What follows belongs to an exercise in optimizing a design on an open flow for a short achievable clock period and few clock cycles per item; a production flow would make more cautious choices.
The RTL was checked by simulation tests, not by an equivalence proof against the original design.

==> indigo <==
==> flow/design.v <==
`timescale 1ns/1ps
`default_nettype none
module apex_core (
    input  wire        clk,
    input  wire        rst,           
    output wire [31:0] imem_addr,     
    input  wire [63:0] imem_rdata,    
    output wire        dmem_re,       
    output wire        dmem_we,       
    output wire [31:0] dmem_addr,     
    output wire [31:0] dmem_wdata,
    input  wire [31:0] dmem_rdata,    
    output wire        halted
);
    localparam [31:0] CODE_BASE = 32'd4000;
    localparam S_VAL = 0, S_XM = 1, S_X = 2, S_Y = 3, S_M0 = 4, S_MR = 5,
               S_W2 = 6, S_W1 = 7;
    reg  [31:0] pc;
    reg         d_st, d_ld, d_mv, d_add, d_sub, d_and, d_or, d_xor, d_mul;
    reg         d_bz, d_bnz, d_jmp, d_halt;
    reg  [4:0]  d_rd;
    reg  [31:0] d_imm, d_pc;
    reg  [31:0] d_v1, d_v2;
    reg  [7:0]  d_s1, d_s2;
    reg         x_wen;                  
    reg  [4:0]  x_rd;
    reg         x_mv, x_add, x_sub, x_and, x_or, x_xor, x_ld, x_mul;
    reg  [31:0] x_a, x_b;
    reg         x_re, x_we;
    reg  [31:0] x_addr, x_wdata;
    reg         y_wen;
    reg  [4:0]  y_rd;
    reg  [31:0] y_res;
    reg         m1_v, m2_v, m3_v;
    reg  [4:0]  m1_rd, m2_rd, m3_rd;
    reg  [31:0] m1r0, m1r1, m1r2, m1r3, m1r4, m1r5, m1r6;
    reg  [31:0] m2r0, m2r1;
    reg  [31:0] mul_res;
    reg         z;
    reg         halted_r;
    reg  [31:0] rf [0:31];
    assign halted     = halted_r;
    assign imem_addr  = pc;
    assign dmem_re    = x_re;
    assign dmem_we    = x_we;
    assign dmem_addr  = x_addr;
    assign dmem_wdata = x_wdata;
    genvar gi;
    wire [31:0] sum  = x_a + x_b;
    wire [31:0] diff = x_a - x_b;
    wire        z_add = &(~(x_a ^ x_b ^ {x_a[30:0] | x_b[30:0], 1'b0}));
    wire        z_sub = (x_a == x_b);
    wire [32:0] tza, tzb;      
    assign tza[0] = 1'b1;
    assign tzb[0] = 1'b1;
    generate
        for (gi = 1; gi <= 32; gi = gi + 1) begin : g_tz
            assign tza[gi] = tza[gi-1] & ~x_a[gi-1];
            assign tzb[gi] = tzb[gi-1] & ~x_b[gi-1];
        end
    endgenerate
    wire [32:0] tzab;
    generate
        for (gi = 0; gi <= 32; gi = gi + 1) begin : g_tzab
            assign tzab[gi] = tza[gi] & tzb[32-gi];
        end
    endgenerate
    wire z_mul = |tzab;
    wire [31:0] x_res = ({32{x_add}} & sum)  | ({32{x_sub}} & diff) |
                        ({32{x_and}} & (x_a & x_b)) |
                        ({32{x_or}}  & (x_a | x_b)) |
                        ({32{x_xor}} & (x_a ^ x_b)) |
                        ({32{x_mv}}  & x_a) |
                        ({32{x_ld}}  & dmem_rdata);
    wire [31:0] l0 [0:31];
    wire [31:0] l1 [0:21];
    wire [31:0] l2 [0:14];
    wire [31:0] l3 [0:9];
    wire [31:0] l4 [0:6];
    wire [31:0] l5 [0:4];
    wire [31:0] l6 [0:3];
    wire [31:0] l7 [0:2];
    wire [31:0] l8 [0:1];
    generate
        for (gi = 0; gi < 32; gi = gi + 1) begin : g_pp
            assign l0[gi] = x_b[gi] ? (x_a << gi) : 32'd0;
        end
        for (gi = 0; gi < 10; gi = gi + 1) begin : g_l1
            assign l1[2*gi]   = l0[3*gi] ^ l0[3*gi+1] ^ l0[3*gi+2];
            assign l1[2*gi+1] = {((l0[3*gi] & l0[3*gi+1]) | (l0[3*gi] & l0[3*gi+2]) |
                                  (l0[3*gi+1] & l0[3*gi+2])), 1'b0};
        end
        assign l1[20] = l0[30];
        assign l1[21] = l0[31];
        for (gi = 0; gi < 7; gi = gi + 1) begin : g_l2
            assign l2[2*gi]   = l1[3*gi] ^ l1[3*gi+1] ^ l1[3*gi+2];
            assign l2[2*gi+1] = {((l1[3*gi] & l1[3*gi+1]) | (l1[3*gi] & l1[3*gi+2]) |
                                  (l1[3*gi+1] & l1[3*gi+2])), 1'b0};
        end
        assign l2[14] = l1[21];
        for (gi = 0; gi < 5; gi = gi + 1) begin : g_l3
            assign l3[2*gi]   = l2[3*gi] ^ l2[3*gi+1] ^ l2[3*gi+2];
            assign l3[2*gi+1] = {((l2[3*gi] & l2[3*gi+1]) | (l2[3*gi] & l2[3*gi+2]) |
                                  (l2[3*gi+1] & l2[3*gi+2])), 1'b0};
        end
        for (gi = 0; gi < 3; gi = gi + 1) begin : g_l4
            assign l4[2*gi]   = l3[3*gi] ^ l3[3*gi+1] ^ l3[3*gi+2];
            assign l4[2*gi+1] = {((l3[3*gi] & l3[3*gi+1]) | (l3[3*gi] & l3[3*gi+2]) |
                                  (l3[3*gi+1] & l3[3*gi+2])), 1'b0};
        end
        assign l4[6] = l3[9];
    endgenerate
    assign l5[0] = m1r0 ^ m1r1 ^ m1r2;
    assign l5[1] = {((m1r0 & m1r1) | (m1r0 & m1r2) | (m1r1 & m1r2)), 1'b0};
    assign l5[2] = m1r3 ^ m1r4 ^ m1r5;
    assign l5[3] = {((m1r3 & m1r4) | (m1r3 & m1r5) | (m1r4 & m1r5)), 1'b0};
    assign l5[4] = m1r6;
    assign l6[0] = l5[0] ^ l5[1] ^ l5[2];
    assign l6[1] = {((l5[0] & l5[1]) | (l5[0] & l5[2]) | (l5[1] & l5[2])), 1'b0};
    assign l6[2] = l5[3];
    assign l6[3] = l5[4];
    assign l7[0] = l6[0] ^ l6[1] ^ l6[2];
    assign l7[1] = {((l6[0] & l6[1]) | (l6[0] & l6[2]) | (l6[1] & l6[2])), 1'b0};
    assign l7[2] = l6[3];
    assign l8[0] = l7[0] ^ l7[1] ^ l7[2];
    assign l8[1] = {((l7[0] & l7[1]) | (l7[0] & l7[2]) | (l7[1] & l7[2])), 1'b0};
    wire [31:0] product = m2r0 + m2r1;
    wire d_alu  = d_add | d_sub | d_and | d_or | d_xor;
    wire d_use1 = d_st | d_alu | d_mul;           
    wire d_use2 = d_alu | d_mul;                  
    wire d_wen  = d_ld | d_mv | d_alu;            
    wire d_wany = d_wen | d_mul;
    wire d_agu  = d_st | d_ld | d_jmp;
    wire d_ab2  = d_st;                           
    wire [31:0] early1 = ({32{d_s1[S_VAL]}} & d_v1) | ({32{d_s1[S_XM]}} & x_a) |
                         ({32{d_s1[S_Y]}}   & y_res) | ({32{d_s1[S_MR]}} & mul_res);
    wire [31:0] early2 = ({32{d_s2[S_VAL]}} & d_v2) | ({32{d_s2[S_XM]}} & x_a) |
                         ({32{d_s2[S_Y]}}   & y_res) | ({32{d_s2[S_MR]}} & mul_res);
    wire [31:0] op1 = d_s1[S_X] ? x_res : d_s1[S_M0] ? product : early1;
    wire [31:0] op2 = d_s2[S_X] ? x_res : d_s2[S_M0] ? product : early2;
    wire e1 = d_s1[S_VAL] | d_s1[S_XM] | d_s1[S_Y] | d_s1[S_MR];
    wire e2 = d_s2[S_VAL] | d_s2[S_XM] | d_s2[S_Y] | d_s2[S_MR];
    wire a1 = e1 | d_s1[S_X] | d_s1[S_M0];
    wire a2 = e2 | d_s2[S_X] | d_s2[S_M0];
    wire [31:0] base = d_ab2 ? early2 : early1;
    wire        base_ok = d_ab2 ? e2 : e1;
    wire [31:0] agu  = base + d_imm;
    wire d_go = ~(d_use1 & ~a1) & ~(d_use2 & ~a2) & ~(d_agu & ~base_ok);
    wire z_now = (x_add | x_sub) ? (x_add ? z_add : z_sub) :
                 x_mul ? z_mul : z;
    wire br_taken = (d_bz & z_now) | (d_bnz & ~z_now);
    wire taken    = d_jmp | br_taken;
    wire [31:0] br_target = d_pc + d_imm;
    wire kill_x  = d_go & d_wany & (d_rd == x_rd);
    wire kill_m1 = d_go & d_wany & (d_rd == m1_rd);
    wire kill_m2 = d_go & d_wany & (d_rd == m2_rd);
    wire [3:0] f_op  = imem_rdata[63:60];
    wire [4:0] f_rs1 = imem_rdata[54:50];
    wire [4:0] f_rs2 = imem_rdata[49:45];
    wire       f_ok  = ~taken & ~d_halt & ~halted_r;
    wire [31:0] rv1 = (y_wen & (y_rd == f_rs1)) ? y_res :
                      (m3_v  & (m3_rd == f_rs1)) ? mul_res : rf[f_rs1];
    wire [31:0] rv2 = (y_wen & (y_rd == f_rs2)) ? y_res :
                      (m3_v  & (m3_rd == f_rs2)) ? mul_res : rf[f_rs2];
    function [7:0] fstate;
        input [4:0] rs;
        begin
            fstate = 8'd0;
            if (d_wany & (d_rd == rs)) begin
                if (d_mul)      fstate[S_W2] = 1'b1;
                else if (d_mv)  fstate[S_XM] = 1'b1;
                else            fstate[S_X]  = 1'b1;
            end else if (x_wen & (x_rd == rs))
                fstate[S_Y] = 1'b1;
            else if (x_mul & (x_rd == rs))
                fstate[S_W1] = 1'b1;
            else if (m1_v & (m1_rd == rs))
                fstate[S_M0] = 1'b1;
            else if (m2_v & (m2_rd == rs))
                fstate[S_MR] = 1'b1;
            else
                fstate[S_VAL] = 1'b1;
        end
    endfunction
    wire [7:0] f_s1 = fstate(f_rs1);
    wire [7:0] f_s2 = fstate(f_rs2);
    function [7:0] hstate;
        input [7:0] s;
        input       avail;
        begin
            hstate = 8'd0;
            if (avail)          hstate[S_VAL] = 1'b1;
            else if (s[S_W2])   hstate[S_W1]  = 1'b1;
            else                hstate[S_M0]  = 1'b1;
        end
    endfunction
    integer i;
    always @(posedge clk) begin
        if (rst) begin
            pc       <= CODE_BASE;
            d_st <= 1'b0; d_ld <= 1'b0; d_mv <= 1'b0; d_add <= 1'b0;
            d_sub <= 1'b0; d_and <= 1'b0; d_or <= 1'b0; d_xor <= 1'b0;
            d_mul <= 1'b0; d_bz <= 1'b0; d_bnz <= 1'b0; d_jmp <= 1'b0;
            d_halt <= 1'b0;
            x_wen <= 1'b0; x_mv <= 1'b0; x_add <= 1'b0; x_sub <= 1'b0;
            x_and <= 1'b0; x_or <= 1'b0; x_xor <= 1'b0; x_ld <= 1'b0;
            x_mul <= 1'b0; x_re <= 1'b0; x_we <= 1'b0;
            y_wen <= 1'b0;
            m1_v <= 1'b0; m2_v <= 1'b0; m3_v <= 1'b0;
            z        <= 1'b0;
            halted_r <= 1'b0;
            for (i = 0; i < 32; i = i + 1)
                rf[i] <= 32'd0;
        end else begin
            if (m3_v)
                rf[m3_rd] <= mul_res;
            if (y_wen)
                rf[y_rd] <= y_res;
            m3_v    <= m2_v & ~kill_m2;
            m3_rd   <= m2_rd;
            mul_res <= product;
            m2_v  <= m1_v & ~kill_m1;
            m2_rd <= m1_rd;
            m2r0  <= l8[0];
            m2r1  <= l8[1];
            y_wen <= x_wen;
            y_rd  <= x_rd;
            y_res <= x_res;
            m1_v  <= x_mul & ~kill_x;
            m1_rd <= x_rd;
            m1r0 <= l4[0]; m1r1 <= l4[1]; m1r2 <= l4[2]; m1r3 <= l4[3];
            m1r4 <= l4[4]; m1r5 <= l4[5]; m1r6 <= l4[6];
            if (x_add | x_sub | x_mul)
                z <= z_now;
            x_wen  <= d_go & d_wen;
            x_rd   <= d_rd;
            x_mv   <= d_go & d_mv;
            x_add  <= d_go & d_add;
            x_sub  <= d_go & d_sub;
            x_and  <= d_go & d_and;
            x_or   <= d_go & d_or;
            x_xor  <= d_go & d_xor;
            x_ld   <= d_go & d_ld;
            x_mul  <= d_go & d_mul;
            x_re   <= d_go & d_ld;
            x_we   <= d_go & d_st;
            x_a    <= d_mv ? d_imm : op1;
            x_b    <= op2;
            x_addr <= agu;
            x_wdata <= op1;
            if (d_go) begin
                if (d_halt)
                    halted_r <= 1'b1;
                d_st   <= f_ok & (f_op == 4'd0);
                d_ld   <= f_ok & (f_op == 4'd1);
                d_mv   <= f_ok & (f_op == 4'd2);
                d_add  <= f_ok & (f_op == 4'd3);
                d_sub  <= f_ok & (f_op == 4'd4);
                d_and  <= f_ok & (f_op == 4'd5);
                d_or   <= f_ok & (f_op == 4'd6);
                d_xor  <= f_ok & (f_op == 4'd7);
                d_mul  <= f_ok & (f_op == 4'd8);
                d_bz   <= f_ok & (f_op == 4'd9);
                d_bnz  <= f_ok & (f_op == 4'd10);
                d_jmp  <= f_ok & (f_op == 4'd11);
                d_halt <= f_ok & (f_op == 4'd12);
                d_rd   <= imem_rdata[59:55];
                d_imm  <= imem_rdata[31:0];
                d_pc   <= pc;
                d_v1   <= rv1;
                d_v2   <= rv2;
                d_s1   <= f_s1;
                d_s2   <= f_s2;
                pc     <= d_jmp ? agu : br_taken ? br_target : pc + 32'd4;
            end else begin
                if (a1) d_v1 <= op1;
                if (a2) d_v2 <= op2;
                d_s1 <= hstate(d_s1, a1);
                d_s2 <= hstate(d_s2, a2);
            end
        end
    end
endmodule
`default_nettype wire
==> flow/run.sh <==
#!/bin/bash
# synth_recipe.tcl (not shown) runs the flow's synth.tcl, then flattens the netlist and writes it again
# the make line also repeats each setting of config.mk as NAME=value (left out here)
make -C /OpenROAD-flow-scripts/flow DESIGN_CONFIG=/design/flow/config.mk WORK_HOME=/design/flow/orfs CLKGATE_MAP_FILE= SYNTH_SCRIPT=/design/flow/synth_recipe.tcl finish
==> flow/config.mk <==
export PLATFORM = sky130hd
export DESIGN_NAME = apex_core
export DESIGN_NICKNAME = apex_core
export VERILOG_FILES = /design/flow/design.v
export SDC_FILE = /design/flow/constraint.sdc
export NUM_CORES = 4
export LEC_CHECK = 0
export ABC_AREA = 0
export ABC_CLOCK_PERIOD_IN_PS = 2500
export CAP_MARGIN = 20
export CORE_MARGIN = 2
export CORE_UTILIZATION = 40
export PLACE_DENSITY = 0.6
export SETUP_SLACK_MARGIN = 5
export SLEW_MARGIN = 20
==> flow/constraint.sdc <==
create_clock -name core_clock -period 10.0 [get_ports {clk}]
set_input_delay 2.0000 -clock core_clock [delete_from_list [all_inputs] [get_ports {clk}]]
set_output_delay 2.0000 -clock core_clock [all_outputs]
set_load 0.01 [all_outputs]
==> cedar: changes against indigo <==
--- a/flow/design.v
+++ b/flow/design.v
@@ -48,4 +48,5 @@
     genvar gi;
-    wire [31:0] sum  = x_a + x_b;
-    wire [31:0] diff = x_a - x_b;
+    wire [31:0] sum, diff;
+    apex_add32 u_sum  (.a(x_a), .b(x_b),  .ci(1'b0), .s(sum));
+    apex_add32 u_diff (.a(x_a), .b(~x_b), .ci(1'b1), .s(diff));
     wire        z_add = &(~(x_a ^ x_b ^ {x_a[30:0] | x_b[30:0], 1'b0}));
@@ -126,3 +127,4 @@
     assign l8[1] = {((l7[0] & l7[1]) | (l7[0] & l7[2]) | (l7[1] & l7[2])), 1'b0};
-    wire [31:0] product = m2r0 + m2r1;
+    wire [31:0] product;
+    apex_add32 u_prod (.a(m2r0), .b(m2r1), .ci(1'b0), .s(product));
     wire d_alu  = d_add | d_sub | d_and | d_or | d_xor;
@@ -146,3 +148,4 @@
     wire        base_ok = d_ab2 ? e2 : e1;
-    wire [31:0] agu  = base + d_imm;
+    wire [31:0] agu;
+    apex_add32 u_agu (.a(base), .b(d_imm), .ci(1'b0), .s(agu));
     wire d_go = ~(d_use1 & ~a1) & ~(d_use2 & ~a2) & ~(d_agu & ~base_ok);
@@ -219,15 +222,5 @@
             m3_v    <= m2_v & ~kill_m2;
-            m3_rd   <= m2_rd;
-            mul_res <= product;
             m2_v  <= m1_v & ~kill_m1;
-            m2_rd <= m1_rd;
-            m2r0  <= l8[0];
-            m2r1  <= l8[1];
             y_wen <= x_wen;
-            y_rd  <= x_rd;
-            y_res <= x_res;
             m1_v  <= x_mul & ~kill_x;
-            m1_rd <= x_rd;
-            m1r0 <= l4[0]; m1r1 <= l4[1]; m1r2 <= l4[2]; m1r3 <= l4[3];
-            m1r4 <= l4[4]; m1r5 <= l4[5]; m1r6 <= l4[6];
             if (x_add | x_sub | x_mul)
@@ -235,3 +228,2 @@
             x_wen  <= d_go & d_wen;
-            x_rd   <= d_rd;
             x_mv   <= d_go & d_mv;
@@ -246,6 +238,2 @@
             x_we   <= d_go & d_st;
-            x_a    <= d_mv ? d_imm : op1;
-            x_b    <= op2;
-            x_addr <= agu;
-            x_wdata <= op1;
             if (d_go) begin
@@ -266,15 +254,3 @@
                 d_halt <= f_ok & (f_op == 4'd12);
-                d_rd   <= imem_rdata[59:55];
-                d_imm  <= imem_rdata[31:0];
-                d_pc   <= pc;
-                d_v1   <= rv1;
-                d_v2   <= rv2;
-                d_s1   <= f_s1;
-                d_s2   <= f_s2;
                 pc     <= d_jmp ? agu : br_taken ? br_target : pc + 32'd4;
-            end else begin
-                if (a1) d_v1 <= op1;
-                if (a2) d_v2 <= op2;
-                d_s1 <= hstate(d_s1, a1);
-                d_s2 <= hstate(d_s2, a2);
             end
@@ -282,2 +258,59 @@
     end
+    always @(posedge clk) begin
+        m3_rd   <= m2_rd;
+        mul_res <= product;
+        m2_rd   <= m1_rd;
+        m2r0    <= l8[0];
+        m2r1    <= l8[1];
+        y_rd    <= x_rd;
+        y_res   <= x_res;
+        m1_rd   <= x_rd;
+        m1r0 <= l4[0]; m1r1 <= l4[1]; m1r2 <= l4[2]; m1r3 <= l4[3];
+        m1r4 <= l4[4]; m1r5 <= l4[5]; m1r6 <= l4[6];
+        x_rd    <= d_rd;
+        x_a     <= d_mv ? d_imm : op1;
+        x_b     <= op2;
+        x_addr  <= agu;
+        x_wdata <= op1;
+        if (d_go) begin
+            d_rd   <= imem_rdata[59:55];
+            d_imm  <= imem_rdata[31:0];
+            d_pc   <= pc;
+            d_v1   <= rv1;
+            d_v2   <= rv2;
+            d_s1   <= f_s1;
+            d_s2   <= f_s2;
+        end else begin
+            if (a1) d_v1 <= op1;
+            if (a2) d_v2 <= op2;
+            d_s1 <= hstate(d_s1, a1);
+            d_s2 <= hstate(d_s2, a2);
+        end
+    end
+endmodule
+module apex_add32 (
+    input  wire [31:0] a,
+    input  wire [31:0] b,
+    input  wire        ci,
+    output wire [31:0] s
+);
+    wire [31:0] p0 = a ^ b;
+    wire [191:0] G, P;
+    assign G[31:0] = (a & b) | {31'd0, p0[0] & ci};
+    assign P[31:0] = p0;
+    genvar l, k;
+    generate
+        for (l = 0; l < 5; l = l + 1) begin : g_lvl
+            for (k = 0; k < 32; k = k + 1) begin : g_bit
+                if (k >= (1 << l)) begin : g_op
+                    assign G[32*(l+1)+k] = G[32*l+k] | (P[32*l+k] & G[32*l+k-(1<<l)]);
+                    assign P[32*(l+1)+k] = P[32*l+k] & P[32*l+k-(1<<l)];
+                end else begin : g_pass
+                    assign G[32*(l+1)+k] = G[32*l+k];
+                    assign P[32*(l+1)+k] = P[32*l+k];
+                end
+            end
+        end
+    endgenerate
+    assign s = p0 ^ {G[32*5+30:32*5], ci};
 endmodule
==> flow/flow/run.sh (new file) <==
#!/bin/bash
set -euo pipefail
bash standard.sh SETUP_SLACK_MARGIN=6.5 finish > flow_standard.log 2>&1
==> flow/standard.sh (new file) <==
#!/bin/bash
# synth_recipe.tcl (not shown) runs the flow's synth.tcl, then flattens the netlist and writes it again
# the make line also repeats each setting of config.mk as NAME=value (left out here)
make -C /OpenROAD-flow-scripts/flow DESIGN_CONFIG=/design/flow/config.mk WORK_HOME=/design/flow/orfs CLKGATE_MAP_FILE= SYNTH_SCRIPT=/design/flow/synth_recipe.tcl "${@:-finish}"
- ABC_CLOCK_PERIOD_IN_PS: 2500 -> default
- SETUP_SLACK_MARGIN: 5 -> default
removed: flow/run.sh
==> impl_metrics.env <==
export IMPL_status="finished clean"
export IMPL_clk_share_pct=4.62
export IMPL_internal_power_mw=15.9
export IMPL_die_height_um=511
export IMPL_grt_use_met1_pct=43.5
export IMPL_grtUsageMet3_pct=13.5
export IMPL_crit_buf_inv=5
export IMPL_synth_area_leaders="edfxtp_1 (34%), mux4_2 (14%), dfxtp_1 (8.9%)"
export IMPL_fin_nets=9702
export IMPL_yosys_area_share_simple_pct=6.47
export IMPL_timing_fmax_mhz=247
export IMPL_tapCellCount=3384
export IMPL_avgRoutedWirePerCell_um=37.7
export IMPL_ys_types=87
[end of results for cedar]
==> impl_metrics.env <==
export IMPL_status="finished clean"
export IMPL_clk_share_pct=5.07
export IMPL_hp_class="reg2reg"
export IMPL_grtUsageMet3_pct=9.39
export IMPL_die_height_um=521
export IMPL_crit_buf_inv=1
export IMPL_grt_use_met1_pct=40.5
export IMPL_timing_fmax_mhz=197
export IMPL_ir_drop_mv=0.258
export IMPL_tapCellCount=3533
export IMPL_fin_nets=9139
export IMPL_num_nonclk_inverters=565
export IMPL_synth_area_leaders="edfxtp_1 (44%), mux4_2 (13%), a22o_1 (8.5%)"
export IMPL_ys_types=85
[end of results for indigo]
Testbench counts of indigo, summed over its fixed seeds: cycles 19,546, instrs 17,713.
Testbench counts of cedar, summed over its fixed seeds: cycles 19,546, instrs 17,713.

==> separate check: timing with driven ports <==
Ports are ideal in the flow. The routed layouts listed here were re-timed in OpenROAD.
Step 1, drivers: a clkbuf_16 drives clk and a buf_2 each remaining input, both assumed.
Step 2 times the ports against the registers' clock, not the clock port: input delays grow and output delays shrink by t, the midpoint of the rising clock arrivals with the driver on.
a / b / c = ideal ports / drivers / drivers and shift; a / b = the first two.
run | t, ns | setup WS [ns] | worst setup path after step 2 | worst register clock-pin slew, ns
indigo | 0.955 | 4.920 / 4.920 / 4.101 | input to register | 0.07 / 0.07
cedar | 0.946 | 5.946 / 5.552 / 4.606 | input to register | 0.07 / 0.07
After both steps setup and hold are still met in every run listed. The setup slack of cedar, which loses most, moves by -0.394 ns with the drivers and by -1.340 ns with both steps.
